This design comes from an exercise in tuning for small area, a short achievable clock period and few clock cycles per item on the open sky130 flow, not from production work.
Only simulation tests tie the RTL to the original design; equivalence was not proved.
No activity file was given, so power comes from the tool's default toggle rates.

## flow/run.sh

```bash
#!/bin/bash
# synth_recipe.tcl (not shown) runs the flow's synth.tcl, then flattens the netlist and writes it again
# the make line also repeats each setting of config.mk as NAME=value (left out here)
make -C /OpenROAD-flow-scripts/flow DESIGN_CONFIG=/design/flow/config.mk WORK_HOME=/design/flow/orfs CLKGATE_MAP_FILE= SYNTH_SCRIPT=/design/flow/synth_recipe.tcl finish
```

## flow/config.mk

```make
export PLATFORM = sky130hd
export DESIGN_NAME = comlynx_arbiter
export DESIGN_NICKNAME = comlynx_arbiter
export VERILOG_FILES = /design/flow/design.v
export SDC_FILE = /design/flow/constraint.sdc
export NUM_CORES = 4
export LEC_CHECK = 0
export CAP_MARGIN = 20
export CORE_MARGIN = 2
export CORE_UTILIZATION = 40
export SETUP_SLACK_MARGIN = 5
export SLEW_MARGIN = 20
```

## flow/constraint.sdc

```tcl
create_clock -name core_clock -period 10.0 [get_ports {clk}]
set_input_delay 2.0000 -clock core_clock [delete_from_list [all_inputs] [get_ports {clk}]]
set_output_delay 2.0000 -clock core_clock [all_outputs]
set_load 0.01 [all_outputs]
```

## flow/design.v

```verilog
module comlynx_arbiter (
    input  wire        clk,
    input  wire        rst,         
    input  wire        cmd_valid,
    output reg         cmd_ready,
    input  wire [31:0] cmd_data,
    input  wire        cmd_last,
    output reg         rsp_valid,
    input  wire        rsp_ready,
    output wire [15:0] rsp_data
);
    localparam NN  = 24;
    localparam [4:0] C_NONE    = 5'd0,
                     C_CONF    = 5'd1,
                     C_CONFM   = 5'd2,
                     C_SETIE   = 5'd3,
                     C_SEND    = 5'd4,
                     C_RECV    = 5'd5,
                     C_BRK     = 5'd6,
                     C_RXRDY   = 5'd7,
                     C_TXRDY   = 5'd8,
                     C_TXEMPTY = 5'd9,
                     C_RXBRK   = 5'd10,
                     C_IRQ     = 5'd11,
                     C_SERCTL  = 5'd12,
                     C_HFRM    = 5'd13,
                     C_HOVR    = 5'd14,
                     C_HPAR    = 5'd15,
                     C_HANY    = 5'd16,
                     C_RSTERR  = 5'd17,
                     C_PE      = 5'd18,
                     C_PO      = 5'd19,
                     C_P       = 5'd20,
                     C_CHK     = 5'd21;
    integer i;
    reg          cfg_configured, cfg_enabled, cfg_even;
    reg [2:0]    fault;
    reg [NN-1:0] n_ovr, n_par, n_brk, n_rxie, n_txie;
    reg [5:0]    rp [0:NN-1];           
    reg [5:0]    head, tail;
    reg [4:0]    b_snd [0:31];
    reg [7:0]    b_pay [0:31];
    reg [31:0]   b_xp;
    reg        in_tr;         
    reg        a_v, a_first, a_last;
    reg [4:0]  a_c;           
    reg        a_hd;          
    reg [2:0]  a_sf;          
    reg [4:0]  a_k;
    reg [5:0]  a_p;           
    reg        a_same;        
    reg [8:0]  a_d;
    reg        a_dp;          
    wire       fire = cmd_valid & cmd_ready;
    wire [7:0] op   = cmd_data[31:24];
    wire [4:0] node = cmd_data[20:16];
    reg [4:0]  dc;
    reg [31:0] msk;
    reg        tnode;
    always @(*) begin
        dc    = C_NONE;
        msk   = 32'hFFE0FFFF;
        tnode = 1'b1;
        case (op)
            8'h01: begin dc = C_CONF;  msk = 32'hFFFFFFFC; tnode = 1'b0; end
            8'h02: begin dc = C_CONFM; msk = 32'hFFFFFFFC; tnode = 1'b0; end
            8'h03: begin dc = C_SETIE; msk = 32'hFFE0FF3F; end
            8'h10: begin dc = C_SEND;  msk = 32'hFFE0FF00; end
            8'h11: dc = C_RECV;
            8'h12: dc = C_BRK;
            8'h20: dc = C_RXRDY;
            8'h21: dc = C_TXRDY;
            8'h22: dc = C_TXEMPTY;
            8'h23: dc = C_RXBRK;
            8'h24: dc = C_IRQ;
            8'h25: dc = C_SERCTL;
            8'h30: dc = C_HFRM;
            8'h31: dc = C_HOVR;
            8'h32: dc = C_HPAR;
            8'h33: dc = C_HANY;
            8'h34: dc = C_RSTERR;
            8'h40: begin dc = C_PE;  msk = 32'hFFFFFF00; tnode = 1'b0; end
            8'h41: begin dc = C_PO;  msk = 32'hFFFFFF00; tnode = 1'b0; end
            8'h42: begin dc = C_P;   msk = 32'hFFFFFE00; tnode = 1'b0; end
            8'h43: begin dc = C_CHK; msk = 32'hFFFFFFFF; tnode = 1'b0; end
            default: tnode = 1'b0;
        endcase
    end
    wire [2:0] sf = (dc == C_NONE)                               ? 3'd1 :
                    ((cmd_data & msk & 32'h00FFFFFF) != 32'd0)   ? 3'd2 :
                    (tnode && node >= NN)                        ? 3'd3 : 3'd0;
    wire in_hd = (dc == C_SEND) | (dc == C_TXRDY) | (dc == C_TXEMPTY) |
                 (dc == C_IRQ) | (dc == C_SERCTL);
    reg        fx;            
    reg [4:0]  fk;
    reg [5:0]  lastw;         
    wire [4:0] k  = fx ? fk : a_k;
    wire [5:0] p  = (fx | a_same) ? lastw : a_p;
    wire [4:0] p5 = p[4:0];
    wire [5:0] p1 = p + 6'd1;
    wire [4:0] t5 = tail[4:0];
    wire [4:0] h5 = head[4:0];
    wire has_next = (p != tail);
    wire full     = (tail[5] != head[5]) & (t5 == h5);
    wire tx_ready = ~full;
    wire [7:0] pay = b_pay[p5];
    wire       xp  = b_xp[p5];
    wire       recheck = cfg_enabled ? (cfg_even ? (^pay) : ~(^pay)) : cfg_even;
    wire       mism    = has_next & (recheck ^ xp);
    wire       new_xp  = cfg_enabled ? (cfg_even ? a_dp : ~a_dp) : cfg_even;
    reg [31:0] se_k, se_r, ge_h, lt_t;
    always @(*) begin
        for (i = 0; i < 32; i = i + 1) begin
            se_k[i] = (b_snd[i] == k);
            ge_h[i] = (i >= h5);
            lt_t[i] = (i < t5);
        end
        for (i = 0; i < 32; i = i + 1)
            se_r[i] = se_k[(i + 1) % 32];
    end
    wire        wrap_live = (t5 < h5) | full;
    wire [31:0] live      = wrap_live ? (ge_h | lt_t) : (ge_h & lt_t);
    wire        tx_empty  = ~|(live & se_k);
    wire own_next = se_r[p5] & (p1 != tail);
    reg [NN-1:0] at_head;
    always @(*)
        for (i = 0; i < NN; i = i + 1)
            at_head[i] = (rp[i] == head);
    wire [NN-1:0] kdec   = {{(NN-1){1'b0}}, 1'b1} << k;
    wire          ev_bg  = (head != tail) & ~|at_head;
    wire          only_k = ~|(at_head & ~kdec);       
    wire c_send  = a_c == C_SEND;
    wire c_recv  = a_c == C_RECV;
    wire needcfg = (a_c >= C_SETIE) & (a_c <= C_RSTERR);
    reg  evp;
    wire stall = fx | (a_v & a_first & a_hd & evp);
    wire go    = a_v & ~stall;           
    wire first = go & a_first;
    wire [2:0] nf = (a_sf != 3'd0)                ? a_sf :
                    (needcfg & ~cfg_configured)   ? 3'd4 :
                    (c_recv & ~has_next)          ? 3'd6 : 3'd0;
    wire held  = (fault != 3'd0);
    wire exec  = first & ~held & (nf == 3'd0);
    wire ovr_k  = n_ovr[k];
    wire par_k  = n_par[k];
    wire brk_k  = n_brk[k];
    wire rxie_k = n_rxie[k];
    wire txie_k = n_txie[k];
    reg [9:0] val;
    always @(*) begin
        val = 10'd0;
        case (a_c)
            C_SEND:    val = {9'd0, tx_ready};
            C_RECV:    val = {2'd0, pay};
            C_RXRDY:   val = {9'd0, has_next};
            C_TXRDY:   val = tx_ready ? 10'h001 : 10'h100;
            C_TXEMPTY: val = {9'd0, tx_empty};
            C_RXBRK:   val = {9'd0, brk_k};
            C_IRQ:     val = {9'd0, (rxie_k & has_next) | (txie_k & tx_ready)};
            C_SERCTL:  val = {2'd0, tx_ready, has_next, tx_empty, par_k | mism,
                              ovr_k, 1'b0, brk_k, has_next & xp};
            C_HOVR:    val = {9'd0, ovr_k};
            C_HPAR:    val = {9'd0, par_k};
            C_HANY:    val = {9'd0, ovr_k | par_k};
            C_PE:      val = {9'd0, a_dp};
            C_PO:      val = {9'd0, ~a_dp};
            C_P:       val = {9'd0, a_d[8] ~^ a_dp};
            C_CHK:     val = 10'h0FF;
            default:   val = 10'd0;
        endcase
    end
    reg          chk;
    reg [7:0]    acc;
    reg [1:0]    rsn;
    wire [2:0]  fcode    = held ? fault : nf;
    wire        f_any    = a_first ? (held | (nf != 3'd0)) : held;
    wire [7:0]  acc_sub  = acc - a_d[7:0];
    wire [9:0]  val_last = a_first ? val : {rsn, chk ? acc_sub : acc};
    wire [13:0] rsp_new  = f_any ? {1'b1, (a_first ? fcode : fault), 10'd0} : {4'd0, val_last};
    wire        push     = go & a_last;
    always @(posedge clk) begin
        if (rst) begin
            chk <= 1'b0;
        end else if (go) begin
            if (a_first) begin
                chk <= exec & (a_c == C_CHK);
                acc <= val[7:0];
                rsn <= val[9:8];
            end else if (chk) begin
                acc <= acc_sub;
            end
        end
    end
    wire do_send = exec & c_send & tx_ready;
    wire do_recv = exec & c_recv;
    wire step    = do_recv | fx;                           
    wire snd_adv = do_send & (p == tail);                  
    wire ev1     = step & (p == head) & only_k;
    wire fx_n    = step & own_next;
    always @(posedge clk) begin
        if (rst) begin
            cfg_configured <= 1'b0;
            cfg_enabled    <= 1'b0;
            cfg_even       <= 1'b0;
            fault          <= 3'd0;
            n_ovr  <= {NN{1'b0}};
            n_par  <= {NN{1'b0}};
            n_brk  <= {NN{1'b0}};
            n_rxie <= {NN{1'b0}};
            n_txie <= {NN{1'b0}};
            head   <= 6'd0;
            tail   <= 6'd0;
            fx     <= 1'b0;
            evp    <= 1'b0;
            for (i = 0; i < NN; i = i + 1)
                rp[i] <= 6'd0;
        end else begin
            if (first & ~held & (nf != 3'd0))
                fault <= nf;
            if (ev_bg | ev1)
                head <= head + 6'd1;
            if (do_send)
                tail <= tail + 6'd1;
            fx  <= fx_n;
            evp <= ev_bg | ev1;
            if (step)
                rp[k] <= p1;
            else if (snd_adv)
                rp[k] <= tail + 6'd1;
            if (exec) begin
                case (a_c)
                    C_CONF: begin
                        cfg_configured <= 1'b1;
                        cfg_enabled    <= a_d[1];
                        cfg_even       <= a_d[0];
                    end
                    C_CONFM: begin
                        cfg_configured <= 1'b1;
                        cfg_enabled    <= ~a_d[1];
                        cfg_even       <= a_d[0];
                    end
                    C_SETIE: begin
                        n_txie[k] <= a_d[7];
                        n_rxie[k] <= a_d[6];
                    end
                    C_SEND:
                        if (!tx_ready) n_ovr[k] <= 1'b1;
                    C_BRK:
                        n_brk <= {NN{1'b1}};
                    C_RXBRK:
                        n_brk[k] <= 1'b0;
                    C_RXRDY, C_SERCTL:
                        if (mism) n_par[k] <= 1'b1;
                    C_IRQ:
                        if (rxie_k & mism) n_par[k] <= 1'b1;
                    C_RSTERR: begin
                        n_ovr[k] <= 1'b0;
                        n_par[k] <= 1'b0;
                    end
                    default: ;
                endcase
            end
        end
    end
    always @(posedge clk) begin
        if (fx | first) begin
            fk    <= k;
            lastw <= step ? p1 : snd_adv ? tail + 6'd1 : p;
        end
    end
    wire b_we = a_v & a_first & c_send & ~full;
    always @(posedge clk) begin
        if (b_we) begin
            b_snd[t5]  <= a_k;
            b_pay[t5]  <= a_d[7:0];
            b_xp[t5]   <= new_xp;
        end
    end
    always @(posedge clk) begin
        if (rst) begin
            in_tr <= 1'b0;
            a_v   <= 1'b0;
        end else begin
            if (fire)
                in_tr <= ~cmd_last;
            if (~stall)
                a_v <= fire;
        end
        if (fire) begin
            a_first <= ~in_tr;
            a_last  <= cmd_last;
            a_c     <= dc;
            a_hd    <= in_hd;
            a_sf    <= sf;
            a_k     <= node;
            a_p     <= rp[node];
            a_same  <= (fx | first) & (node == k);
            a_d     <= cmd_data[8:0];
            a_dp    <= ^cmd_data[7:0];
        end
    end
    reg [1:0]  qn;
    reg [13:0] q0, q1, q2;
    wire pop = rsp_valid & rsp_ready;
    wire [1:0] qpos = qn - {1'b0, pop};     
    wire [1:0] qn_n = qn + {1'b0, push} - {1'b0, pop};
    assign rsp_data  = {q0[13:10], 2'b00, q0[9:0]};
    wire an_v    = stall ? a_v : fire;
    wire an_last = stall ? a_last : cmd_last;
    wire an_hd   = stall ? (a_first & a_hd) : (~in_tr & in_hd);
    wire ev_pend = ev_bg | ev1;
    always @(posedge clk) begin
        if (rst) begin
            qn        <= 2'd0;
            rsp_valid <= 1'b0;
            cmd_ready <= 1'b1;
        end else begin
            qn        <= qn_n;
            rsp_valid <= (qn_n != 2'd0);
            cmd_ready <= ({1'b0, qn_n} + {2'd0, an_v & an_last} <= 3'd2) &
                         ~fx_n & ~(an_v & an_hd & ev_pend);
        end
        if (pop) begin
            q0 <= q1;
            q1 <= q2;
        end
        if (push) begin
            if (qpos == 2'd0) q0 <= rsp_new;
            if (qpos == 2'd1) q1 <= rsp_new;
            if (qpos == 2'd2) q2 <= rsp_new;
        end
    end
endmodule
```

==> results of run 1 <==
[per-stage QoR]
step	cell area (µm²)	power [mW]	instances
6_report	49030	9.644	5259
2_1_floorplan	43720	5.573	3764
4_1_cts	48890	9.658	5251
3_5_place_dp	45810	6.303	5075
5_1_grt	49030	9.968	5259
3_3_place_gp	45790	6.286	5074
[logic make-up after synthesis]
logic type               Yosys count  synth area share (%)
adder cells (fa/ha/maj)           63                 1.655
other                              1              0.008583
XOR/XNOR                         380                 7.635
AO/OA/AOI/OAI                    642                 9.857
buffers and inverters            321                 3.179
AND/OR/NAND/NOR                 1268                 13.40
flip-flops                       880                 56.47
multiplexers                     208                 7.789
[per-layer routing]
metal	part of all wire, %	up-vias	routed length, µm
li1	-	13849	-
met1	42	15323	54600
met2	47	1399	60640
met3	7.7	283	10010
met4	3.8	0	4937
met5	0	-	0
[worst min-delay path by stage]
stage | cells after the start | to | slack, ps | start
floorplan | 2 | flop | 420 | flop
global placement | 2 | flop | 430 | flop
detailed placement | 2 | flop | 440 | flop
CTS | 2 | cfg_configured$_SDFFE_PP0P_ | 450 | cfg_configured$_SDFFE_PP0P_
global route | 2 | flop | 470 | flop
finish | 2 | cfg_configured$_SDFFE_PP0P_ | 450 | cfg_configured$_SDFFE_PP0P_
[final cells by class]
class                      count  area, µm²
clock buffer                 124       2567
clock inverter                45      324.1
fill                        9808      59520
inverter                      70      280.3
multi-input combinational   2563      17980
sequential                   880      24680
tap                         1414       1769
timing repair buffer         163       1420
[worst reg2reg max path: cells and delay by family, from the launching register on]
family | cells | cell delay (ps)
buf+inv | 4 | 1170
simple gates | 3 | 940
mux | 2 | 920
compound gates | 4 | 750
flops | 1 | 460
xor+xnor | 2 | 430
[placed cells by master (no fill, tap or decap), types with 36 or more instances in the layout]
| cell | count |
|---|---|
| dfxtp_1 | 167 |
| nor3_1 | 79 |
| buf_4 | 99 |
| mux4_2 | 99 |
| inv_1 | 60 |
| nor4_1 | 36 |
| a21oi_1 | 191 |
| o21ai_0 | 161 |
| clkdlybuf4s50_1 | 49 |
| clkbuf_16 | 96 |
| xor2_1 | 83 |
| nor2_1 | 371 |
| mux2i_1 | 60 |
| and3_1 | 44 |
| xnor2_1 | 294 |
| edfxtp_1 | 705 |
| nand2_1 | 361 |
| nand3_1 | 155 |
| nor2b_1 | 37 |
[report_power, final]
part / leakage, nW / internal, mW / switching (mW)
logic: 6.87 / 0.711 / 1.36
registers: 7.99 / 4.14 / 0.104
clock network: 1.42 / 1.88 / 1.45
[registers in the layout (all words and copies together) (netlist names), 6 cells and up, named ones only]
register,flops
a_d,9
a_p,6
acc,8
b_pay,256
b_snd,160
b_xp,32
head,6
lastw,6
n_brk,24
n_rxie,24
n_txie,24
q0,14
q1,14
q2,13
rp,192
tail,6
[what timing repair did]
item / 4_1_cts / 5_1_grt
gates resized for setup: 35 / 16
setup buffers: 7 / 7
endpoints found under the setup margin: 438 / 221
endpoints found under the hold margin: 0 / 0
pin swaps: 1 / 3
==> reports/results.ini, run 1 <==
[run_status]
status=complete, no violations

[drt]
wirelength_mm=130.2
first_pass_iters=6
drt-initial-drc-count=3470
vias_per_cell=5.867
drc=0
ant_nets=0
vias=30854
wl_per_cell_um=24.75

[synthesis]
synth_top_area_share_pct=48.45
synth_flop_cell=edfxtp_1
synth_area_per_cell_um2=11.61
yosysWarnings=1
yosys-top-cells-area=edfxtp_1 48%, dfxtp_1 8.0%, xnor2_1 5.9%
yosysMostFrequentCell=edfxtp_1
synth_cell_types=95
netlist_instances=3763
synth_edf_count=705
ys_seq_area_share_pct=56.47
synth_area_um2=43690
yosys.area.top_type=edfxtp_1
async_flop_share_pct=0
synth_common_cells=705 x edfxtp_1, 385 x nor2_1, 361 x nand2_1
synth-seq-cells=880

[grt]
grt_pass1_vias=29560
grt-ovfl-total=0
met1_usage_pct=31.51
use_met3_pct=3.117
grt_use_total_pct=22.83
grt-busiest-layer=met2
grt_pass1_wl_mm=193.2
antenna_found_initial=1
met2_usage_pct=36.92
grt_max_degree=81

[clocking]
clk_path_buf_depth=3
clkSlewWorstSetupHoldPaths_ps=60
htreeDepth=3
clk_latency_ps=670
cts.sinks=880
cts_made_buffers=91
cts_tree=done
cts_hold_buffers=0
root_buffer=clkbuf_16

[critical_path]
reg2reg_slack_ps=5180
crit_buf_inv=4
critical_path_arrival_ps=5330
crit_top_cell=buf_8
cp_max_fo=38
crit_chain=buf_6 -> o21ai_2 -> nand2_8 -> buf_8 -> mux4_1 -> mux2_2 -> nor3b_1 -> or4b_4 -> o211ai_2 -> xnor2_1 -> xnor2_2 -> buf_4 -> a2111oi_4 -> buf_8 -> o41ai_2
crit_path_start_kind=flop
crit_cells=15
r2r-start=fx$_SDFF_PP0_
startpoint=fx$_SDFF_PP0_
critPathTopFamily=buffers and inverters
crit_required_ps=10510
critical_path_class=flop to flop
end_kind=flop
reg2regPathDepth=15
cp_slowest_stage_delay_ps=580
crit_path_top_delay_cell=mux4_1

[pwr]
power_density_nw_per_um2=196.7
peakVddDrop_mv=0.1226
cellLeakagePower_nw=16.28

[timing]
finalCritPeriodShare_pct=48.24
slew_violations=0
setup_slack_ps=5176
tightest_slew_ps=1266
max_freq_ghz=0.2073
finalSetupViolCount=0
fin_crit_ps=4824
setup_tns_ps=0
whs_ps=448.3
skew_ps=20.86
rsz0062_at_grt=yes
worst_slew_margin_rel_pct=14.70
hold_violations=0

[placement]
dp_slack_ps=3864
gp_congestion=0.9106
portBuffers=52
hpwl_mm=83.93

[floorplanning]
core_um2=108600
rows=121
pin_count=55
dieArea_um2=111900
die_w_um=334.5
die_h_um=334.5
start_util_pct=40.25

[cells_and_area]
area_growth_pct=12.22
final_nets=3840
diodes=0
layout-drive-gt1-share_pct=13.21
utilization_pct=45.17

[min_path]
holdCritPathClass=flop to flop

[run]
drv_cap=0

Testbench counts, summed over its fixed seeds: cycles 12,829, cmds 12,000.
==> run 2, diff against run 1 <==
--- a/flow/design.v
+++ b/flow/design.v
@@ -42,3 +42,4 @@
     reg [7:0]    b_pay [0:31];
-    reg [31:0]   b_xp;
+    reg [31:0]   b_xp;                  
+    reg [31:0]   b_pp;                  
     reg        in_tr;         
@@ -48,5 +49,6 @@
     reg [2:0]  a_sf;          
-    reg [4:0]  a_k;
+    reg [4:0]  a_k;           
     reg [5:0]  a_p;           
-    reg        a_same;        
+    reg [4:0]  a_ks;          
+    reg [5:0]  a_ps;          
     reg [8:0]  a_d;
@@ -94,6 +96,4 @@
     reg        fx;            
-    reg [4:0]  fk;
-    reg [5:0]  lastw;         
-    wire [4:0] k  = fx ? fk : a_k;
-    wire [5:0] p  = (fx | a_same) ? lastw : a_p;
+    wire [4:0] k  = a_k;
+    wire [5:0] p  = a_p;
     wire [4:0] p5 = p[4:0];
@@ -107,3 +107,4 @@
     wire       xp  = b_xp[p5];
-    wire       recheck = cfg_enabled ? (cfg_even ? (^pay) : ~(^pay)) : cfg_even;
+    wire       pp  = b_pp[p5];
+    wire       recheck = cfg_enabled ? (cfg_even ? pp : ~pp) : cfg_even;
     wire       mism    = has_next & (recheck ^ xp);
@@ -135,3 +136,4 @@
     reg  evp;
-    wire stall = fx | (a_v & a_first & a_hd & evp);
+    reg  [1:0] qn;                      
+    wire stall = fx | (a_v & a_first & a_hd & evp) | (a_v & a_last & qn[1]);
     wire go    = a_v & ~stall;           
@@ -148,23 +150,23 @@
     wire txie_k = n_txie[k];
-    reg [9:0] val;
+    reg [8:0] val;
     always @(*) begin
-        val = 10'd0;
+        val = 9'd0;
         case (a_c)
-            C_SEND:    val = {9'd0, tx_ready};
-            C_RECV:    val = {2'd0, pay};
-            C_RXRDY:   val = {9'd0, has_next};
-            C_TXRDY:   val = tx_ready ? 10'h001 : 10'h100;
-            C_TXEMPTY: val = {9'd0, tx_empty};
-            C_RXBRK:   val = {9'd0, brk_k};
-            C_IRQ:     val = {9'd0, (rxie_k & has_next) | (txie_k & tx_ready)};
-            C_SERCTL:  val = {2'd0, tx_ready, has_next, tx_empty, par_k | mism,
+            C_SEND:    val = {8'd0, tx_ready};
+            C_RECV:    val = {1'd0, pay};
+            C_RXRDY:   val = {8'd0, has_next};
+            C_TXRDY:   val = tx_ready ? 9'h001 : 9'h100;
+            C_TXEMPTY: val = {8'd0, tx_empty};
+            C_RXBRK:   val = {8'd0, brk_k};
+            C_IRQ:     val = {8'd0, (rxie_k & has_next) | (txie_k & tx_ready)};
+            C_SERCTL:  val = {1'd0, tx_ready, has_next, tx_empty, par_k | mism,
                               ovr_k, 1'b0, brk_k, has_next & xp};
-            C_HOVR:    val = {9'd0, ovr_k};
-            C_HPAR:    val = {9'd0, par_k};
-            C_HANY:    val = {9'd0, ovr_k | par_k};
-            C_PE:      val = {9'd0, a_dp};
-            C_PO:      val = {9'd0, ~a_dp};
-            C_P:       val = {9'd0, a_d[8] ~^ a_dp};
-            C_CHK:     val = 10'h0FF;
-            default:   val = 10'd0;
+            C_HOVR:    val = {8'd0, ovr_k};
+            C_HPAR:    val = {8'd0, par_k};
+            C_HANY:    val = {8'd0, ovr_k | par_k};
+            C_PE:      val = {8'd0, a_dp};
+            C_PO:      val = {8'd0, ~a_dp};
+            C_P:       val = {8'd0, a_d[8] ~^ a_dp};
+            C_CHK:     val = 9'h0FF;
+            default:   val = 9'd0;
         endcase
@@ -173,3 +175,3 @@
     reg [7:0]    acc;
-    reg [1:0]    rsn;
+    reg          rsn;
     wire [2:0]  fcode    = held ? fault : nf;
@@ -177,4 +179,4 @@
     wire [7:0]  acc_sub  = acc - a_d[7:0];
-    wire [9:0]  val_last = a_first ? val : {rsn, chk ? acc_sub : acc};
-    wire [13:0] rsp_new  = f_any ? {1'b1, (a_first ? fcode : fault), 10'd0} : {4'd0, val_last};
+    wire [8:0]  val_last = a_first ? val : {rsn, chk ? acc_sub : acc};
+    wire [12:0] rsp_new  = f_any ? {1'b1, (a_first ? fcode : fault), 9'd0} : {4'd0, val_last};
     wire        push     = go & a_last;
@@ -187,3 +189,3 @@
                 acc <= val[7:0];
-                rsn <= val[9:8];
+                rsn <= val[8];
             end else if (chk) begin
@@ -264,8 +266,4 @@
     end
-    always @(posedge clk) begin
-        if (fx | first) begin
-            fk    <= k;
-            lastw <= step ? p1 : snd_adv ? tail + 6'd1 : p;
-        end
-    end
+    wire       rp_we = step | snd_adv;
+    wire [5:0] rp_wv = step ? p1 : tail + 6'd1;
     wire b_we = a_v & a_first & c_send & ~full;
@@ -276,2 +274,3 @@
             b_xp[t5]   <= new_xp;
+            b_pp[t5]   <= a_dp;
         end
@@ -289,2 +288,15 @@
         if (fire) begin
+            a_ks    <= node;
+            a_ps    <= (rp_we & (node == k)) ? rp_wv : rp[node];
+        end
+        if (fx_n) begin
+            a_p     <= p1;
+        end else if (fx) begin
+            a_k     <= a_ks;
+            a_p     <= (a_ks == k) ? p1 : a_ps;
+        end else if (fire) begin
+            a_k     <= node;
+            a_p     <= (rp_we & (node == k)) ? rp_wv : rp[node];
+        end
+        if (fire) begin
             a_first <= ~in_tr;
@@ -294,5 +306,2 @@
             a_sf    <= sf;
-            a_k     <= node;
-            a_p     <= rp[node];
-            a_same  <= (fx | first) & (node == k);
             a_d     <= cmd_data[8:0];
@@ -301,4 +310,3 @@
     end
-    reg [1:0]  qn;
-    reg [13:0] q0, q1, q2;
+    reg [12:0] q0, q1;
     wire pop = rsp_valid & rsp_ready;
@@ -306,3 +314,3 @@
     wire [1:0] qn_n = qn + {1'b0, push} - {1'b0, pop};
-    assign rsp_data  = {q0[13:10], 2'b00, q0[9:0]};
+    assign rsp_data  = {q0[12:9], 3'b000, q0[8:0]};
     wire an_v    = stall ? a_v : fire;
@@ -319,9 +327,6 @@
             rsp_valid <= (qn_n != 2'd0);
-            cmd_ready <= ({1'b0, qn_n} + {2'd0, an_v & an_last} <= 3'd2) &
-                         ~fx_n & ~(an_v & an_hd & ev_pend);
+            cmd_ready <= ~(an_v & an_last & qn_n[1]) & ~fx_n & ~(an_v & an_hd & ev_pend);
         end
-        if (pop) begin
+        if (pop)
             q0 <= q1;
-            q1 <= q2;
-        end
         if (push) begin
@@ -329,3 +334,2 @@
             if (qpos == 2'd1) q1 <= rsp_new;
-            if (qpos == 2'd2) q2 <= rsp_new;
         end
==> flow/flow/run.sh (new file) <==
#!/bin/bash
set -euo pipefail
bash standard.sh SETUP_SLACK_MARGIN=6.5 finish > flow_make.log 2>&1
==> flow/standard.sh (new file) <==
#!/bin/bash
# synth_recipe.tcl (not shown) runs the flow's synth.tcl, then flattens the netlist and writes it again
# the make line also repeats each setting of config.mk as NAME=value (left out here)
make -C /OpenROAD-flow-scripts/flow DESIGN_CONFIG=/design/flow/config.mk WORK_HOME=/design/flow/orfs CLKGATE_MAP_FILE= SYNTH_SCRIPT=/design/flow/synth_recipe.tcl "${@:-finish}"
--- a/flow/config.mk
+++ b/flow/config.mk
@@ -10,3 +10,3 @@
 export CORE_UTILIZATION = 40
-export SETUP_SLACK_MARGIN = 5
+export CTS_BUF_LIST = sky130_fd_sc_hd__clkbuf_8
 export SLEW_MARGIN = 20
removed: flow/run.sh
==> run 2 against run 1 <==
Via count decreased by 1.5%. Global-route usage decreased by 0.31 points. Largest power group unchanged. Clock skew increased by 35 ps. Setup slack improved by 1300 ps. Still clean on timing, DRC and antenna. Register-to-register slack improved by 1300 ps. Final area increased by 4.2%. Flip-flop and latch count increased by 21.
==> reports/results.ini, run 2 <==
[critical_path]
critical_path_class=flop to output pin  ; was flop to flop
cp_max_fo=2  ; was 38
cp_slowest_stage_delay_ps=420  ; was 580 ps
crit_path_start_kind=flop  ; unchanged
crit_buf_inv=1  ; was 4
critPathTopFamily=flip-flops  ; was buffers and inverters
crit_path_top_delay_cell=dfxtp_1  ; was mux4_1
critical_path_arrival_ps=1530  ; was 5330 ps
end_kind=output pin  ; was flop
crit_chain=clkdlybuf4s15_1  ; was buf_6 -> o21ai_2 -> nand2_8 -> buf_8 -> mux4_1 -> mux2_2 -> nor3b_1 -> or4b_4 -> o211ai_2 -> xnor2_1 -> xnor2_2 -> buf_4 -> a2111oi_4 -> buf_8 -> o41ai_2
crit_required_ps=8000  ; was 10510 ps

[pwr]
p_sw_mw=2.324  ; was 2.909 mW
swShare_pct=27.33  ; was 30.16%
p_comb_share_pct=13.6  ; was 21.5%
peakVddDrop_mv=0.1155  ; was 0.1226 mV
pwr-share-clk_pct=36.3  ; was 34.5%
power_density_nw_per_um2=166.5  ; was 196.7 nW/µm²
p_int_mw=6.181  ; was 6.735 mW
cellLeakagePower_nw=17.43  ; was 16.28 nW
power_frac_seq_pct=50.1  ; was 44.1%

[timing]
fin_crit_ps=3527  ; was 4824 ps
skew_ps=56.11  ; was 20.86 ps
max_freq_ghz=0.2835  ; was 0.2073 GHz
finalSetupViolCount=0  ; unchanged
setup_slack_ps=6473  ; was 5176 ps
tightest_slew_ps=1028  ; was 1266 ps
finalCritPeriodShare_pct=35.27  ; was 48.24%
rsz0062_at_grt=yes  ; unchanged
worst_slew_margin_rel_pct=31.49  ; was 14.70%
hold_violations=0  ; unchanged
setup_tns_ps=0  ; unchanged
slew_violations=0  ; unchanged

[placement]
hpwl_mm=81.16  ; was 83.93 mm
portBuffers=51  ; was 52
gp_congestion=0.9493  ; was 0.9106
dp_slack_ps=4886  ; was 3864 ps
placed_cell_area_um2=46190  ; was 45810 µm²

[cells_and_area]
design_area_um2=51080  ; was 49030 µm²
utilization_pct=46.86  ; was 45.17%
area_growth_pct=16.02  ; was 12.22%
largest_register_ffs=256  ; unchanged
final_cell_mix=736 x edfxtp_1, 345 x nor2_1, 236 x nand2_1, 191 x xnor2_1, 179 x xor2_1  ; was 705 x edfxtp_1, 371 x nor2_1, 361 x nand2_1, 294 x xnor2_1, 191 x a21oi_1
final_nets=3733  ; was 3840
top_register=b_pay  ; unchanged
reg_top3=b_pay x256, rp x192, b_snd x160  ; unchanged
final_common_cell=edfxtp_1  ; unchanged
layout-drive-gt1-share_pct=20.65  ; was 13.21%

[grt]
grt_use_total_pct=22.52  ; was 22.83%
grt-ovfl-total=0  ; unchanged
antenna_found_initial=1  ; unchanged
grt_max_degree=83  ; was 81
grt_pass1_vias=29440  ; was 29560
grt_pass1_wl_mm=191.4  ; was 193.2 mm

[synthesis]
synth_area_per_cell_um2=12.55  ; was 11.61 µm²
yosysWarnings=1  ; unchanged
ys_seq_area_share_pct=57.70  ; was 56.47%
synth-seq-cells=901  ; was 880
synth_edf_count=736  ; was 705
yosys.area.top_type=edfxtp_1  ; unchanged
netlist_instances=3507  ; was 3763
yosysMostFrequentCell=edfxtp_1  ; unchanged
synth_area_um2=44020  ; was 43690 µm²
synth_cell_types=94  ; was 95
synth_common_cells=736 x edfxtp_1, 379 x nor2_1, 249 x nand2_1  ; was 705 x edfxtp_1, 385 x nor2_1, 361 x nand2_1
synth_top_area_share_pct=50.20  ; was 48.45%
synth_flop_cell=edfxtp_1  ; unchanged
yosys-top-cells-area=edfxtp_1 50%, mux4_2 8.9%, dfxtp_1 7.5%  ; was edfxtp_1 48%, dfxtp_1 8.0%, xnor2_1 5.9%
async_flop_share_pct=0  ; unchanged

[floorplanning]
start_util_pct=40.39  ; was 40.25%
die_w_um=335.8  ; was 334.5 µm
die_h_um=335.8  ; was 334.5 µm
dieArea_um2=112700  ; was 111900 µm²
pin_count=55  ; unchanged
rows=121  ; unchanged
core_um2=109000  ; was 108600 µm²

[clocking]
clk_path_buf_depth=3  ; unchanged
root_buffer=clkbuf_8  ; was clkbuf_16
cts_made_buffers=152  ; was 91
cts_hold_buffers=0  ; unchanged
cts_tree=done  ; unchanged
clkSlewWorstSetupHoldPaths_ps=60  ; about the same
cts.sinks=901  ; was 880
clk_latency_ps=850  ; was 670 ps
htreeDepth=4  ; was 3

[drt]
wirelength_mm=129.4  ; was 130.2 mm
wl_per_cell_um=24.90  ; was 24.75 µm
vias=30382  ; was 30854
drt-initial-drc-count=3367  ; was 3470
vias_per_cell=5.846  ; was 5.867
drc=0  ; unchanged
ant_nets=0  ; unchanged
first_pass_iters=6  ; unchanged

[run_status]
status=complete, no violations  ; unchanged

[run]
drv_cap=0  ; unchanged

[min_path]
holdCritPathClass=flop to flop  ; unchanged

-- run 2: cells by family after synthesis --
group	Yosys count	synth area share, %
simple gates	1079	11.37
flops	901	57.70
compound gates	563	8.205
xor+xnor	374	7.458
mux	280	11.42
buf+inv	270	2.745
fa+ha+maj	39	1.086
other cells	1	0.008518
-- run 2: cell type report --
type | count | area [µm²]
Antenna cell | 1 | 2.502
Clock buffer | 165 | 2271
Clock inverter | 107 | 531.8
Fill cell | 9815 | 57930
Inverter | 53 | 212.7
Multi-Input combinational cell | 2340 | 18360
Sequential cell | 901 | 25450
Tap cell | 1414 | 1769
Timing Repair Buffer | 216 | 2472
-- run 2: final timing paths --
kind | endpoint | slack [ps] | cells after the start | from
setup / recovery | rsp_valid | 6470 | 1 | rsp_valid$_SDFF_PP0_
hold / removal | a_first$_DFFE_PP_ | 450 | 1 | in_tr$_SDFFE_PP0P_
setup reg to reg | q0[0]$_DFF_P_ | 6470 | 12 | head[4]$_SDFFE_PP0P_
hold reg to reg | a_first$_DFFE_PP_ | 450 | 1 | in_tr$_SDFFE_PP0P_
-- run 2: power groups by stage --
stage / combinational [mW] / sequential [mW] / clock (mW)
floorplan: 0.690 / 4.30 / 0
global placement: 1.03 / 4.36 / 0
detailed placement: 1.03 / 4.37 / 0
CTS: 1.09 / 4.28 / 3.14
global route: 1.23 / 4.27 / 3.29
finish: 1.16 / 4.26 / 3.08
-- run 2: what timing repair did --
item                                    in CTS  in global routing
setup buffers                               44                 47
hold endpoints to repair                     0                  0
pin swaps                                   21                 22
cloned                                       5                  6
gates resized for setup                    198                 71
endpoints found under the setup margin     966                581
-- run 2: per-stage QoR --
stage          power, mW  instances  hold WS (ps)
2_1_floorplan      4.994       3509         428.9
5_1_grt            8.790       5197         459.2
6_report           8.505       5197         449.6
3_5_place_dp       5.395       4817         445.9
3_3_place_gp       5.391       4817         445.6
4_1_cts            8.517       5138         433.7
-- run 2: layer usage --
layer	track usage, %	wire [µm]
met2	35.04	59920
met4	7.738	4022
met3	3.518	8845
met5	0	0
met1	32.13	56630
Testbench counts of run 2, summed over its fixed seeds: cycles 12,829, cmds 12,000.
==> run 3, diff against run 2 <==
--- a/flow/config.mk
+++ b/flow/config.mk
@@ -9,3 +9,3 @@
 export CORE_MARGIN = 2
-export CORE_UTILIZATION = 40
+export CORE_UTILIZATION = 60
 export CTS_BUF_LIST = sky130_fd_sc_hd__clkbuf_8
==> run 3 against run 2 <==
Sequential power hardly changed. Clock power grew 4%. Synthesized cell count is the same. Critical path type is now input port to flop. Utilization grew 23 points. Sequential share of layout area decreased by 0.16 points. Via count increased by 4.6%.
==> reports/results.ini, run 3 <==
[timing]
setup_tns_ps=0  ; unchanged
rsz0062_at_grt=yes  ; unchanged
slew_violations=0  ; unchanged
hold_violations=0  ; unchanged
setup_slack_ps=6455  ; was 6473 ps
finalCritPeriodShare_pct=35.45  ; was 35.27%
fin_crit_ps=3545  ; was 3527 ps
finalSetupViolCount=0  ; unchanged
worst_slew_margin_rel_pct=14.58  ; was 31.49%
skew_ps=55.37  ; was 56.11 ps
max_freq_ghz=0.2821  ; was 0.2835 GHz
tightest_slew_ps=1277  ; was 1028 ps

[pwr]
power_density_nw_per_um2=169.5  ; was 166.5 nW/µm²
peakVddDrop_mv=0.1488  ; was 0.1155 mV
cellLeakagePower_nw=17.93  ; was 17.43 nW
total_power_mw=8.678  ; was 8.505 mW

[placement]
placed_cell_area_um2=45690  ; was 46190 µm²
gp_congestion=1.032  ; was 0.9493
hpwl_mm=83.77  ; was 81.16 mm
portBuffers=51  ; unchanged
dp_slack_ps=4794  ; was 4886 ps

[synthesis]
synth_edf_count=736  ; unchanged
netlist_instances=3507  ; unchanged
synth_area_per_cell_um2=12.55  ; unchanged
synth_common_cells=736 x edfxtp_1, 379 x nor2_1, 249 x nand2_1  ; unchanged
synth_flop_cell=edfxtp_1  ; unchanged
synth_cell_types=94  ; unchanged
ys_seq_area_share_pct=57.70  ; unchanged
yosysMostFrequentCell=edfxtp_1  ; unchanged
async_flop_share_pct=0  ; unchanged
synth-seq-cells=901  ; unchanged
yosys-top-cells-area=edfxtp_1 50%, mux4_2 8.9%, dfxtp_1 7.5%  ; unchanged
yosysWarnings=1  ; unchanged
synth_top_area_share_pct=50.20  ; unchanged
yosys.area.top_type=edfxtp_1  ; unchanged
synth_area_um2=44020  ; unchanged

[floorplanning]
core_um2=72830  ; was 109000 µm²
start_util_pct=60.44  ; was 40.39%
rows=99  ; was 121
die_w_um=274.9  ; was 335.8 µm
pin_count=55  ; unchanged
dieArea_um2=75560  ; was 112700 µm²
die_h_um=274.9  ; was 335.8 µm

[critical_path]
cp_max_fo=7  ; was 2
crit_required_ps=10700  ; was 8000 ps
cp_slowest_stage_delay_ps=520  ; was 420 ps
crit_path_start_kind=input port  ; was flop
critical_path_arrival_ps=4240  ; was 1530 ps
crit_path_top_delay_cell=mux4_2  ; was dfxtp_1
end_kind=flop  ; was output pin
critical_path_class=input port to flop  ; was flop to output pin
crit_chain=buf_16 -> buf_16 -> mux4_2 -> mux4_2 -> nor2b_4 -> a211oi_2 -> a21oi_2 -> nand2_1 -> nand2_1 -> a32o_1  ; was clkdlybuf4s15_1

[cells_and_area]
area_growth_pct=16.27  ; was 16.02%
final_cell_mix=736 x edfxtp_1, 342 x nor2_1, 237 x nand2_1, 191 x xnor2_1, 179 x xor2_1  ; was 736 x edfxtp_1, 345 x nor2_1, 236 x nand2_1, 191 x xnor2_1, 179 x xor2_1
nFillCells=5067  ; was 9815
seqCellArea_um2=25430  ; was 25450 µm²
multi_input_area_um2=18490  ; was 18360 µm²
design_area_um2=51190  ; was 51080 µm²
reg_top3=b_pay x256, rp x192, b_snd x160  ; unchanged
final_common_cell=edfxtp_1  ; unchanged
final_nets=3766  ; was 3733
top_register=b_pay  ; unchanged
largest_register_ffs=256  ; unchanged
layout-drive-gt1-share_pct=21.45  ; was 20.65%

[clocking]
root_buffer=clkbuf_8  ; unchanged
clk_path_buf_depth=3  ; unchanged
cts_made_buffers=148  ; was 152
cts.sinks=901  ; unchanged
clkSlewWorstSetupHoldPaths_ps=70  ; was 60 ps
cts_tree=done  ; unchanged
htreeDepth=4  ; unchanged
clk_latency_ps=840  ; was 850 ps

[grt]
grt_use_total_pct=34.82  ; was 22.52%
antenna_found_initial=1  ; unchanged
grt_pass1_wl_mm=194.1  ; was 191.4 mm
grt_max_degree=69  ; was 83
grt-ovfl-total=0  ; unchanged
grt_pass1_vias=30425  ; was 29440

[drt]
ant_nets=0  ; unchanged
drc=0  ; unchanged
vias_per_cell=6.652  ; was 5.846
vias=31788  ; was 30382
drt-initial-drc-count=3775  ; was 3367
first_pass_iters=6  ; unchanged
wirelength_mm=135.0  ; was 129.4 mm
wl_per_cell_um=28.26  ; was 24.90 µm

[run]
drv_cap=0  ; unchanged

[run_status]
status=complete, no violations  ; unchanged

[min_path]
holdCritPathClass=flop to flop  ; unchanged

## run 3: cell families (layout without fill, tap and decap cells)
kind of cell	Yosys count	in the layout	share of synthesized area [%]
mux	280	280	11.42
simple gates	1079	1081	11.37
xor+xnor	374	374	7.458
buf+inv	270	575	2.745
fa+ha+maj	39	39	1.086
other cells	1	4	0.008518
compound gates	563	566	8.205
flops	901	901	57.70
## run 3: path summary, 6_finish.rpt
path	from	slack [ps]	end	cells after the start
setup reg to reg	a_k[4]$_DFFE_PP_	6490	flop	13
hold / removal	flop	460	flop	2
hold reg to reg	flop	460	flop	2
setup / recovery	cmd_data[16]	6460	flop	10
## run 3: repair_timing
| action | CTS | global route |
|---|---|---|
| buffers inserted | 34 | 76 |
| gates resized for setup | 154 | 101 |
| setup endpoints to repair | 761 | 439 |
| hold endpoints to repair | 0 | 0 |
| pin swaps | 15 | 24 |
| gates cloned | 12 | 14 |
| hold buffers | 0 | 0 |
## run 3: layout make-up
cell class	count	share of cell area, %
Inverter	53	0.4155
Antenna cell	1	0.004889
Sequential cell	901	49.68
Clock inverter	111	1.413
Tap cell	959	2.344
Clock buffer	161	4.329
Timing Repair Buffer	250	5.703
Multi-Input combinational cell	2343	36.11
## run 3: power by group
group          total (mW)  switching [mW]  internal (mW)
clock network        3.21            1.56           1.65
registers            4.24          0.0851           4.16
logic                1.23           0.730          0.499
## run 3: metrics by stage
stage	hold slack (ps)	instances	util, %
after detailed placement	453.3	4369	62.72
final	458.9	4779	70.28
after CTS	467.0	4687	68.50
after global placement	442.8	4369	62.71
after floorplan	428.9	3509	-
after global routing	498.3	4779	70.28
## run 3: metal layers
metal | up-vias | global-route usage (%) | share of wire [%]
li1 | 13592 | - | -
met1 | 15850 | 49.65 | 40
met2 | 1992 | 53.31 | 46
met3 | 354 | 7.044 | 11
met4 | 0 | 13.26 | 3.6
met5 | - | 0 | 0
## run 3: critical path: cells and delay by family
| kind | cells | cell delay, ps |
|---|---|---|
| AO/OA/AOI/OAI | 3 | 600 |
| buffers and inverters | 2 | 300 |
| AND/OR/NAND/NOR | 3 | 330 |
| multiplexers | 2 | 1000 |
==> run 4, diff against run 3 <==
==> flow/flow/run.sh (replaced) <==
#!/bin/bash
set -euo pipefail
bash standard.sh SETUP_SLACK_MARGIN=6.0 finish > flow_make.log 2>&1
--- a/flow/config.mk
+++ b/flow/config.mk
@@ -9,3 +9,3 @@
 export CORE_MARGIN = 2
-export CORE_UTILIZATION = 60
+export CORE_UTILIZATION = 40
 export CTS_BUF_LIST = sky130_fd_sc_hd__clkbuf_8
==> run 4 against run 3 <==
Sequential power about the same. Utilization shrank 25 points. Setup slack got worse by 380 ps. Area after synthesis unchanged. Via count shrank 7.2%. Highest routed layer unchanged. Non-clock buffer count shrank 104. Power fell by 2.5%. Die area grew 49%. Clock skew is 3.2 ps lower. Still clean.
==> reports/results.ini, run 4 <==
[cells_and_area]
area_growth_pct=12.74  ; was 16.27%
final_cell_mix=736 x edfxtp_1, 354 x nor2_1, 240 x nand2_1, 192 x xnor2_1, 179 x xor2_1  ; was 736 x edfxtp_1, 342 x nor2_1, 237 x nand2_1, 191 x xnor2_1, 179 x xor2_1
layout-drive-gt1-share_pct=16.85  ; was 21.45%
design_area_um2=49630  ; was 51190 µm²
largest_register_ffs=256  ; unchanged
final_nets=3659  ; was 3766
final_common_cell=edfxtp_1  ; unchanged
reg_top3=b_pay x256, rp x192, b_snd x160  ; unchanged
top_register=b_pay  ; unchanged
nFillCells=9972  ; was 5067

[placement]
hpwl_mm=79.56  ; was 83.77 mm
placed_cell_area_um2=46150  ; was 45690 µm²
portBuffers=51  ; unchanged
gp_congestion=0.9555  ; was 1.032

[timing]
max_freq_ghz=0.2548  ; was 0.2821 GHz
whs_ps=456.6  ; was 458.9 ps
hold_violations=0  ; unchanged
skew_ps=52.13  ; was 55.37 ps
finalCritPeriodShare_pct=39.25  ; was 35.45%
finalSetupViolCount=0  ; unchanged
rsz0062_at_grt=yes  ; unchanged
tightest_slew_ps=1078  ; was 1277 ps
setup_tns_ps=0  ; unchanged
worst_slew_margin_rel_pct=28.14  ; was 14.58%
slew_violations=0  ; unchanged
fin_crit_ps=3925  ; was 3545 ps

[floorplanning]
die_w_um=335.8  ; was 274.9 µm
pin_count=55  ; unchanged
start_util_pct=40.39  ; was 60.44%
die_h_um=335.8  ; was 274.9 µm
dieArea_um2=112700  ; was 75560 µm²
core_um2=109000  ; was 72830 µm²
rows=121  ; was 99

[drt]
wl_per_cell_um=23.88  ; was 28.26 µm
first_pass_iters=6  ; unchanged
ant_nets=0  ; unchanged
drc=0  ; unchanged
vias=29514  ; was 31788
vias_per_cell=5.766  ; was 6.652
wirelength_mm=122.3  ; was 135.0 mm
drt-initial-drc-count=3171  ; was 3775

[critical_path]
crit_path_start_kind=flop  ; was input port
crit_chain=buf_12 -> clkinvlp_4 -> ha_1 -> and4_4 -> a221o_1 -> and2_2 -> a41oi_1 -> or4_4 -> a2111oi_4 -> buf_4 -> nand4_1 -> a21oi_1 -> nor2_1 -> a21oi_1  ; was buf_16 -> buf_16 -> mux4_2 -> mux4_2 -> nor2b_4 -> a211oi_2 -> a21oi_2 -> nand2_1 -> nand2_1 -> a32o_1
crit_required_ps=10770  ; was 10700 ps
critical_path_arrival_ps=4690  ; was 4240 ps
critical_path_class=flop to flop  ; was input port to flop
cp_max_fo=40  ; was 7
crit_path_top_delay_cell=or4_4  ; was mux4_2
cp_slowest_stage_delay_ps=590  ; was 520 ps
end_kind=flop  ; unchanged
crit_top_cell=a21oi_1

[pwr]
peakVddDrop_mv=0.1142  ; was 0.1488 mV
cellLeakagePower_nw=16.85  ; was 17.93 nW
power_density_nw_per_um2=170.4  ; was 169.5 nW/µm²
total_power_mw=8.460  ; was 8.678 mW

[clocking]
clkSlewWorstSetupHoldPaths_ps=60  ; was 70 ps
cts_tree=done  ; unchanged
clk_latency_ps=840  ; about the same
htreeDepth=4  ; unchanged
root_buffer=clkbuf_8  ; unchanged
cts.sinks=901  ; unchanged
clk_path_buf_depth=3  ; unchanged
cts_made_buffers=150  ; was 148

[synthesis]
yosysMostFrequentCell=edfxtp_1  ; unchanged
async_flop_share_pct=0  ; unchanged
yosys.area.top_type=edfxtp_1  ; unchanged
synth_cell_types=94  ; unchanged
synth_area_per_cell_um2=12.55  ; unchanged
netlist_instances=3507  ; unchanged
synth_top_area_share_pct=50.20  ; unchanged
synth-seq-cells=901  ; unchanged
yosys-top-cells-area=edfxtp_1 50%, mux4_2 8.9%, dfxtp_1 7.5%  ; unchanged
synth_flop_cell=edfxtp_1  ; unchanged
ys_seq_area_share_pct=57.70  ; unchanged
synth_area_um2=44020  ; unchanged
synth_common_cells=736 x edfxtp_1, 379 x nor2_1, 249 x nand2_1  ; unchanged
yosysWarnings=1  ; unchanged
synth_edf_count=736  ; unchanged

[run]
drv_cap=0  ; unchanged

[grt]
grt_pass1_wl_mm=184.5  ; was 194.1 mm
grt_pass1_vias=28793  ; was 30425
antenna_found_initial=2  ; was 1
grt_max_degree=97  ; was 69
grt_use_total_pct=21.62  ; was 34.82%
grt-ovfl-total=0  ; unchanged

[min_path]
holdCritPathClass=flop to flop  ; unchanged

[run_status]
status=complete, no violations  ; unchanged

[run 4: cell types whose count changed in the layout (fill, tap and decap cells not counted), moves of 12 or more]
cell             delta
inv_1              -12
clkdlybuf4s50_1    +21
dlygate4sd2_1      -17
buf_4              -67
nor2_1             +12
clkinv_1           +15
[run 4: metrics by stage]
stage	std cells	utilization (%)	worst slack, ps
2_1_floorplan	3509	-	5153
3_3_place_gp	4823	42.33	4841
3_5_place_dp	4823	42.34	4838
4_1_cts	5108	45.34	6001
5_1_grt	5119	45.53	5916
6_report	5119	45.53	6075
[run 4: layer usage]
metal | up-vias | part of all wire (%) | global-route usage (%)
met4 | 0 | 2.8 | 6.755
li1 | 13332 | - | -
met2 | 1150 | 46 | 33.66
met5 | - | 0 | 0
met3 | 222 | 6.8 | 3.362
met1 | 14810 | 45 | 31.11
[run 4: kinds of logic after synthesis]
family                   synth area share [%]
other                                0.008518
flip-flops                              57.70
multiplexers                            11.42
adder cells (fa/ha/maj)                 1.086
XOR/XNOR                                7.458
buffers and inverters                   2.745
AO/OA/AOI/OAI                           8.205
AND/OR/NAND/NOR                         11.37
[run 4: final cells by class]
| cell class | instances | area, µm² | area share (%) |
|---|---|---|---|
| diodes | 1 | 2.502 | 0.005042 |
| clock buffers | 154 | 2120 | 4.270 |
| clock inverters | 112 | 734.5 | 1.480 |
| inverters | 53 | 207.7 | 0.4185 |
| multi-input cells | 2338 | 17920 | 36.11 |
| flip-flops and latches | 901 | 25420 | 51.22 |
| well taps | 1414 | 1769 | 3.564 |
| repair buffers | 146 | 1454 | 2.929 |
[run 4: worst max-delay path: cells and delay by family (launching register included)]
kind | cells | cell delay, ps
simple gates | 5 | 1390
fa+ha+maj | 1 | 320
flops | 1 | 340
buf+inv | 3 | 690
compound gates | 5 | 1120
[run 4: worst paths after layout]
check	from	end	slack (ps)	cells after the start
worst max-delay path	head[4]$_SDFFE_PP0P_	q0[5]$_DFF_P_	6080	14
worst min-delay path	n_rxie[13]$_SDFFE_PP0P_	n_rxie[13]$_SDFFE_PP0P_	460	2
worst max register to register	head[4]$_SDFFE_PP0P_	q0[5]$_DFF_P_	6080	14
worst min register to register	n_rxie[13]$_SDFFE_PP0P_	n_rxie[13]$_SDFFE_PP0P_	460	2
[run 4: report_power, final]
group          internal (mW)  switching [mW]  leakage (nW)
Clock                   1.59            1.55          1.63
Combinational          0.426           0.633          7.02
Sequential              4.16           0.102          8.20
[run 4: what timing repair did]
item	4_1_cts	5_1_grt
pin swaps	11	3
setup buffers	19	7
gates resized for setup	44	33
setup endpoints to repair	868	386
hold buffers	0	0
cloned	0	0
==> run 5, diff against run 4 <==
==> flow/flow/run.sh (replaced) <==
#!/bin/bash
set -euo pipefail
bash standard.sh SETUP_SLACK_MARGIN=7.0 finish > flow_make.log 2>&1
==> run 5 against run 4 <==
Largest power group unchanged. Largest cell class unchanged. Maximum frequency increased by 15%. Clock-buffer cell count rose by 3. Still clean on timing, DRC and antenna. Clock skew about the same.
==> reports/results.ini, run 5 <==
[floorplanning]
core_um2=109000  ; unchanged
rows=121  ; unchanged
pin_count=55  ; unchanged
die_w_um=335.8  ; unchanged
start_util_pct=40.39  ; unchanged
dieArea_um2=112700  ; unchanged
die_h_um=335.8  ; unchanged

[synthesis]
yosysMostFrequentCell=edfxtp_1  ; unchanged
synth_area_per_cell_um2=12.55  ; unchanged
yosysWarnings=1  ; unchanged
synth_top_area_share_pct=50.20  ; unchanged
synth-seq-cells=901  ; unchanged
synth_common_cells=736 x edfxtp_1, 379 x nor2_1, 249 x nand2_1  ; unchanged
ys_seq_area_share_pct=57.70  ; unchanged
async_flop_share_pct=0  ; unchanged
synth_flop_cell=edfxtp_1  ; unchanged
synth_edf_count=736  ; unchanged
synth_cell_types=94  ; unchanged
yosys-top-cells-area=edfxtp_1 50%, mux4_2 8.9%, dfxtp_1 7.5%  ; unchanged
synth_area_um2=44020  ; unchanged
yosys.area.top_type=edfxtp_1  ; unchanged
netlist_instances=3507  ; unchanged

[timing]
hold_violations=0  ; unchanged
skew_ps=51.70  ; was 52.13 ps
fin_crit_ps=3411  ; was 3925 ps
setup_tns_ps=0  ; unchanged
finalCritPeriodShare_pct=34.11  ; was 39.25%
slew_violations=0  ; unchanged
tightest_slew_ps=1094  ; was 1078 ps
finalSetupViolCount=0  ; unchanged
worst_slew_margin_rel_pct=26.99  ; was 28.14%
rsz0062_at_grt=yes  ; unchanged
max_freq_ghz=0.2932  ; was 0.2548 GHz

[cells_and_area]
largest_register_ffs=256  ; unchanged
utilization_pct=52.51  ; was 45.53%
final_nets=4001  ; was 3659
nFillCells=9001  ; was 9972
design_area_um2=57240  ; was 49630 µm²
area_growth_pct=30.03  ; was 12.74%
reg_top3=b_pay x256, rp x192, b_snd x160  ; unchanged
final_cell_mix=736 x edfxtp_1, 300 x nor2_1, 244 x buf_4, 207 x nand2_1, 173 x mux4_2  ; was 736 x edfxtp_1, 354 x nor2_1, 240 x nand2_1, 192 x xnor2_1, 179 x xor2_1
layout-drive-gt1-share_pct=34.23  ; was 16.85%
top_register=b_pay  ; unchanged
instances_no_fill=5471  ; was 5119
final_common_cell=edfxtp_1  ; unchanged

[placement]
placed_cell_area_um2=46980  ; was 46150 µm²
portBuffers=51  ; unchanged
dp_cells=4812  ; was 4823
gp_congestion=0.9491  ; was 0.9555
hpwl_mm=81.97  ; was 79.56 mm

[critical_path]
critical_path_arrival_ps=4160  ; was 4690 ps
cp_slowest_stage_delay_ps=510  ; was 590 ps
critical_path_class=flop to flop  ; unchanged
r2r-start=a_k[2]$_DFFE_PP_  ; was head[4]$_SDFFE_PP0P_
end_kind=flop  ; unchanged
crit_path_top_delay_cell=edfxtp_1  ; was or4_4
reg2regPathDepth=16  ; was 14
cp_max_fo=8  ; was 40
crit_buf_inv=6  ; was 3
crit_top_cell=buf_6  ; was a21oi_1
crit_path_start_kind=flop  ; unchanged
crit_chain=buf_6 -> buf_6 -> buf_6 -> buf_16 -> buf_16 -> xnor2_2 -> nand2_1 -> nor2_1 -> mux4_2 -> nand2b_4 -> and3_4 -> a31oi_4 -> or2_4 -> nor2_4 -> clkinv_4 -> mux2_4  ; was buf_12 -> clkinvlp_4 -> ha_1 -> and4_4 -> a221o_1 -> and2_2 -> a41oi_1 -> or4_4 -> a2111oi_4 -> buf_4 -> nand4_1 -> a21oi_1 -> nor2_1 -> a21oi_1
critPathTopFamily=simple AND/OR/NAND/NOR gates  ; unchanged
reg2reg_slack_ps=6590  ; was 6080 ps
crit_required_ps=10750  ; was 10770 ps

[drt]
vias=32774  ; was 29514
wirelength_mm=148.7  ; was 122.3 mm
drt-initial-drc-count=3901  ; was 3171
first_pass_iters=8  ; was 6
wl_per_cell_um=27.18  ; was 23.88 µm
vias_per_cell=5.990  ; was 5.766
ant_nets=0  ; unchanged
drc=0  ; unchanged

[clocking]
cts_tree=done  ; unchanged
htreeDepth=4  ; unchanged
clkSlewWorstSetupHoldPaths_ps=60  ; about the same
root_buffer=clkbuf_8  ; unchanged
clk_path_buf_depth=3  ; unchanged
cts_made_buffers=148  ; was 150
cts_hold_buffers=0  ; unchanged
cts.sinks=901  ; unchanged
clk_latency_ps=870  ; was 840 ps

[run]
drv_cap=0  ; unchanged

[grt]
grt_max_degree=70  ; was 97
antenna_found_initial=1  ; was 2
grt_pass1_vias=31173  ; was 28793
grt_use_total_pct=25.45  ; was 21.62%
grt-ovfl-total=0  ; unchanged
grt_pass1_wl_mm=211.0  ; was 184.5 mm

[run_status]
status=complete, no violations  ; unchanged

[min_path]
holdCritPathClass=flop to flop  ; unchanged
hold_start=n_rxie[13]$_SDFFE_PP0P_  ; unchanged
whs_path_depth=2  ; unchanged
holdPathEnd=n_rxie[13]$_SDFFE_PP0P_  ; unchanged

[pwr]
cellLeakagePower_nw=20.14  ; was 16.85 nW
peakVddDrop_mv=0.1245  ; was 0.1142 mV
power_density_nw_per_um2=155.6  ; was 170.4 nW/µm²

## run 5: final cells by class
| class | instances | area (µm²) | share of cell area [%] |
|---|---|---|---|
| flip-flops and latches | 901 | 25470 | 44.49 |
| multi-input cells | 2340 | 20770 | 36.28 |
| repair buffers | 488 | 6180 | 10.80 |
| clock buffers | 157 | 2161 | 3.775 |
| well taps | 1414 | 1769 | 3.091 |
| clock inverters | 116 | 631.9 | 1.104 |
| inverters | 53 | 262.8 | 0.4590 |
| diodes | 2 | 5.005 | 0.008743 |
## run 5: layer usage
layer / vias up / share of wire, % / GRT usage (%)
li1: 14100 / - / -
met1: 16377 / 40 / 34.53
met2: 1863 / 46 / 39.72
met3: 434 / 9.3 / 5.358
met4: 0 / 4.5 / 10.71
met5: - / 0 / 0
## run 5: timing repair
action,in CTS,in global routing
setup buffers,220,115
endpoints found under the setup margin,1064,655
pin swaps,126,115
gates resized for setup,511,278
gates cloned,37,10
## run 5: how the worst max path moves through the flow
| stage | slack, ps | depth (start not counted) | from | endpoint |
|---|---|---|---|---|
| 2_1_floorplan | 5150 | 10 | head[1]$_SDFFE_PP0P_ | b_pay[23][0]$_DFFE_PP_ |
| 3_3_place_gp | 4890 | 7 | cmd_data[19] | a_sf[1]$_SDFFCE_PN0P_ |
| 3_5_place_dp | 4870 | 7 | cmd_data[19] | a_sf[1]$_SDFFCE_PN0P_ |
| 4_1_cts | 6530 | 1 | cmd_ready$_SDFF_PP1_ | cmd_ready |
| 5_1_grt | 6510 | 14 | a_k[4]$_DFFE_PP_ | flop |
| 6_report | 6590 | 16 | a_k[2]$_DFFE_PP_ | flop |
## run 5: report_power, final
part | internal (mW) | switching (mW) | leakage (nW)
clock network | 1.55 | 1.56 | 1.60
logic | 0.683 | 0.859 | 10.3
registers | 4.16 | 0.0899 | 8.20
total | 6.39 | 2.51 | 20.1
## run 5: cells by family (layout without fill, tap and decap cells)
group | after synthesis | in the layout | synth area share, %
simple gates | 1079 | 1080 | 11.37
mux | 280 | 280 | 11.42
compound gates | 563 | 564 | 8.205
fa+ha+maj | 39 | 39 | 1.086
flops | 901 | 901 | 57.70
buf+inv | 270 | 814 | 2.745
other cells | 1 | 5 | 0.008518
xor+xnor | 374 | 374 | 7.458
## run 5: stage by stage
stage | setup slack, ps | power [mW] | hold WS (ps)
after floorplan | 5153 | 5.061 | 428.9
after global placement | 4892 | 5.431 | 442.8
after detailed placement | 4871 | 5.437 | 452.4
after CTS | 6526 | 8.817 | 461.3
after global routing | 6511 | 9.171 | 489.1
final | 6589 | 8.905 | 455.0
## run 5: worst min-delay path: cells and delay by family, from the launching register on
kind | cells | cell delay, ps
and+or+nand+nor | 1 | 50
AOI/OAI and AO/OA | 1 | 50
DFF | 1 | 310
==> run 6, diff against run 5 <==
==> flow/flow/run.sh (replaced) <==
#!/bin/bash
set -euo pipefail
bash standard.sh SETUP_SLACK_MARGIN=6.5 finish > flow_make.log 2>&1
--- a/flow/config.mk
+++ b/flow/config.mk
@@ -7,3 +7,3 @@
 export LEC_CHECK = 0
-export CAP_MARGIN = 20
+export CAP_MARGIN = 10
 export CORE_MARGIN = 2
@@ -11,2 +11,2 @@
 export CTS_BUF_LIST = sky130_fd_sc_hd__clkbuf_8
-export SLEW_MARGIN = 20
+export SLEW_MARGIN = 10
==> run 6 against run 5 <==
Final area down 9.9%. Utilization is 5.2 points lower. Non-clock buffer count fell by 245. Critical path type is now input port to flop. Largest power group unchanged. Highest routed layer unchanged.
==> reports/results.ini, run 6 <==
[floorplanning]
start_util_pct=40.39  ; unchanged
die_h_um=335.8  ; unchanged
dieArea_um2=112700  ; unchanged
rows=121  ; unchanged
die_w_um=335.8  ; unchanged
core_um2=109000  ; unchanged
pin_count=55  ; unchanged

[min_path]
holdCritPathClass=flop to flop  ; unchanged

[synthesis]
yosys.area.top_type=edfxtp_1  ; unchanged
ys_seq_area_share_pct=57.70  ; unchanged
synth_flop_cell=edfxtp_1  ; unchanged
synth_top_area_share_pct=50.20  ; unchanged
async_flop_share_pct=0  ; unchanged
synth_edf_count=736  ; unchanged
yosysWarnings=1  ; unchanged
synth_cell_types=94  ; unchanged
synth_area_um2=44020  ; unchanged
synth-seq-cells=901  ; unchanged
yosysMostFrequentCell=edfxtp_1  ; unchanged
synth_area_per_cell_um2=12.55  ; unchanged
netlist_instances=3507  ; unchanged
synth_common_cells=736 x edfxtp_1, 379 x nor2_1, 249 x nand2_1  ; unchanged
yosys-top-cells-area=edfxtp_1 50%, mux4_2 8.9%, dfxtp_1 7.5%  ; unchanged

[cells_and_area]
top_register=b_pay  ; unchanged
final_common_cell=edfxtp_1  ; unchanged
instances_no_fill=5227  ; was 5471
final_nets=3760  ; was 4001
layout-drive-gt1-share_pct=21.90  ; was 34.23%
reg_top3=b_pay x256, rp x192, b_snd x160  ; unchanged
final_cell_mix=736 x edfxtp_1, 345 x nor2_1, 233 x nand2_1, 191 x xnor2_1, 177 x xor2_1  ; was 736 x edfxtp_1, 300 x nor2_1, 244 x buf_4, 207 x nand2_1, 173 x mux4_2
largest_register_ffs=256  ; unchanged
area_growth_pct=17.18  ; was 30.03%

[pwr]
peakVddDrop_mv=0.1188  ; was 0.1245 mV
power_density_nw_per_um2=166.1  ; was 155.6 nW/µm²
cellLeakagePower_nw=17.70  ; was 20.14 nW

[clocking]
cts_hold_buffers=0  ; unchanged
clkSlewWorstSetupHoldPaths_ps=60  ; about the same
clk_latency_ps=860  ; was 870 ps
cts_tree=done  ; unchanged
cts_made_buffers=152  ; was 148
htreeDepth=4  ; unchanged
clk_path_buf_depth=3  ; unchanged
root_buffer=clkbuf_8  ; unchanged
cts.sinks=901  ; unchanged

[placement]
dp_slack_ps=4890  ; was 4871 ps
hpwl_mm=81.14  ; was 81.97 mm
gp_congestion=0.9493  ; was 0.9491
portBuffers=51  ; unchanged
dp_cells=4817  ; was 4812

[timing]
rsz0062_at_grt=yes  ; unchanged
finalCritPeriodShare_pct=34.87  ; was 34.11%
hold_violations=0  ; unchanged
slew_violations=0  ; unchanged
max_freq_ghz=0.2868  ; was 0.2932 GHz
worst_slew_margin_rel_pct=27.86  ; was 26.99%
setup_slack_ps=6513  ; was 6589 ps
fin_crit_ps=3487  ; was 3411 ps
skew_ps=58.21  ; was 51.70 ps
finalSetupViolCount=0  ; unchanged
setup_tns_ps=0  ; unchanged
tightest_slew_ps=1082  ; was 1094 ps

[critical_path]
critical_path_arrival_ps=4090  ; was 4160 ps
crit_required_ps=10600  ; was 10750 ps
cp_max_fo=16  ; was 8
critical_path_class=input port to flop  ; was flop to flop
crit_path_start_kind=input port  ; was flop
end_kind=flop  ; unchanged

[grt]
grt_max_degree=83  ; was 70
grt_pass1_wl_mm=190.7  ; was 211.0 mm
grt-ovfl-total=0  ; unchanged
grt_pass1_vias=29303  ; was 31173
grt_use_total_pct=22.47  ; was 25.45%
antenna_found_initial=1  ; unchanged

[drt]
vias=30560  ; was 32774
first_pass_iters=6  ; was 8
drt-initial-drc-count=3387  ; was 3901
wirelength_mm=131.9  ; was 148.7 mm
vias_per_cell=5.847  ; was 5.990
ant_nets=0  ; unchanged
drc=0  ; unchanged
wl_per_cell_um=25.24  ; was 27.18 µm

[run]
drv_cap=0  ; unchanged

[run_status]
status=complete, no violations  ; unchanged

[run 6: cell counts after synthesis]
No cell type changed its count.
[run 6: path summary, 6_finish.rpt]
check / startpoint / to / slack [ps] / cells past startpoint
setup / recovery: cmd_data[16] / a_p[5]$_DFFE_PN_ / 6510 / 9
setup reg to reg: a_k[1]$_DFFE_PP_ / head[5]$_SDFFE_PP0P_ / 6540 / 12
hold / removal: in_tr$_SDFFE_PP0P_ / a_first$_DFFE_PP_ / 450 / 1
hold reg to reg: in_tr$_SDFFE_PP0P_ / a_first$_DFFE_PP_ / 450 / 1
[run 6: routing by layer]
| layer | vias to the layer above | part of all wire [%] | track usage (%) |
|---|---|---|---|
| met2 | 1273 | 46 | 35.05 |
| met4 | 0 | 3.2 | 7.471 |
| li1 | 13582 | - | - |
| met1 | 15464 | 43 | 31.98 |
| met3 | 241 | 6.9 | 3.685 |
| met5 | - | 0 | 0 |
[run 6: area by class of cell]
class | count | area, µm²
fill | 9777 | 57420
sequential | 901 | 25460
multi-input combinational | 2340 | 18460
timing repair buffer | 243 | 2848
clock buffer | 159 | 2188
tap | 1414 | 1769
clock inverter | 116 | 643.1
inverter | 53 | 219.0
antenna | 1 | 2.502
[run 6: metrics by stage]
stage          util, %  hold WS (ps)  cell area, µm²  power [mW]
3_5_place_dp     42.37         445.9           46180       5.395
4_1_cts          45.97         450.3           50110       8.541
2_1_floorplan        -         428.9           44590       4.994
5_1_grt          47.33         465.7           51590       8.866
6_report         47.33         449.8           51590       8.569
3_3_place_gp     42.36         445.6           46180       5.391
[run 6: power breakdown]
group | internal, mW | leakage (nW) | switching [mW]
Sequential | 4.16 | 8.20 | 0.105
Combinational | 0.478 | 7.86 | 0.694
Clock | 1.57 | 1.63 | 1.56
[run 6: cell families after synthesis]
family / Yosys count / synth area share, %
fa+ha+maj: 39 / 1.086
compound gates: 563 / 8.205
xor+xnor: 374 / 7.458
other cells: 1 / 0.008518
simple gates: 1079 / 11.37
buf+inv: 270 / 2.745
mux: 280 / 11.42
flops: 901 / 57.70
[run 6: timing repair]
item | CTS | global route
endpoints found under the setup margin | 966 | 582
buffers inserted | 43 | 72
gates cloned | 5 | 14
resized for setup | 205 | 122
pin swaps | 19 | 31
[run 6: critical path: stages]
cell,delay (ps)
buf_16,170
buf_16,180
buf_4,120
mux4_2,480
mux4_2,510
mux2i_1,160
o21ai_1,120
a22o_1,190
a21o_1,140

[what the ideal ports hide]
Ports are ideal in the flow. The routed layouts listed here were re-timed in OpenROAD.
Step 1: set_driving_cell puts a clkbuf_16 on clk and a buf_2 on each other input, an assumption about the parent block.
Step 2 times the ports against the registers' clock, not the clock port: input delays grow and output delays shrink by t, the midpoint of the rising clock arrivals with the driver on.
Three values: ideal ports, drivers, drivers and shift; two values: the first two.
run | shift t [ns] | setup slack, ns | worst setup path at the end
run 1 | 0.736 | 5.176 / 5.176 / 5.020 | input to register
run 2 | 0.893 | 6.473 / 6.406 / 5.597 | input to register
run 3 | 0.873 | 6.455 / 6.371 / 5.498 | input to register
run 4 | 0.878 | 6.075 / 6.075 / 5.259 | input to register
run 5 | 0.914 | 6.589 / 6.444 / 5.530 | input to register
run 6 | 0.899 | 6.513 / 6.421 / 5.522 | input to register
After both steps every run listed still meets setup and hold. For run 5, which loses most, drivers alone change the setup slack by -0.145 ns; drivers and shift together by -1.059 ns.
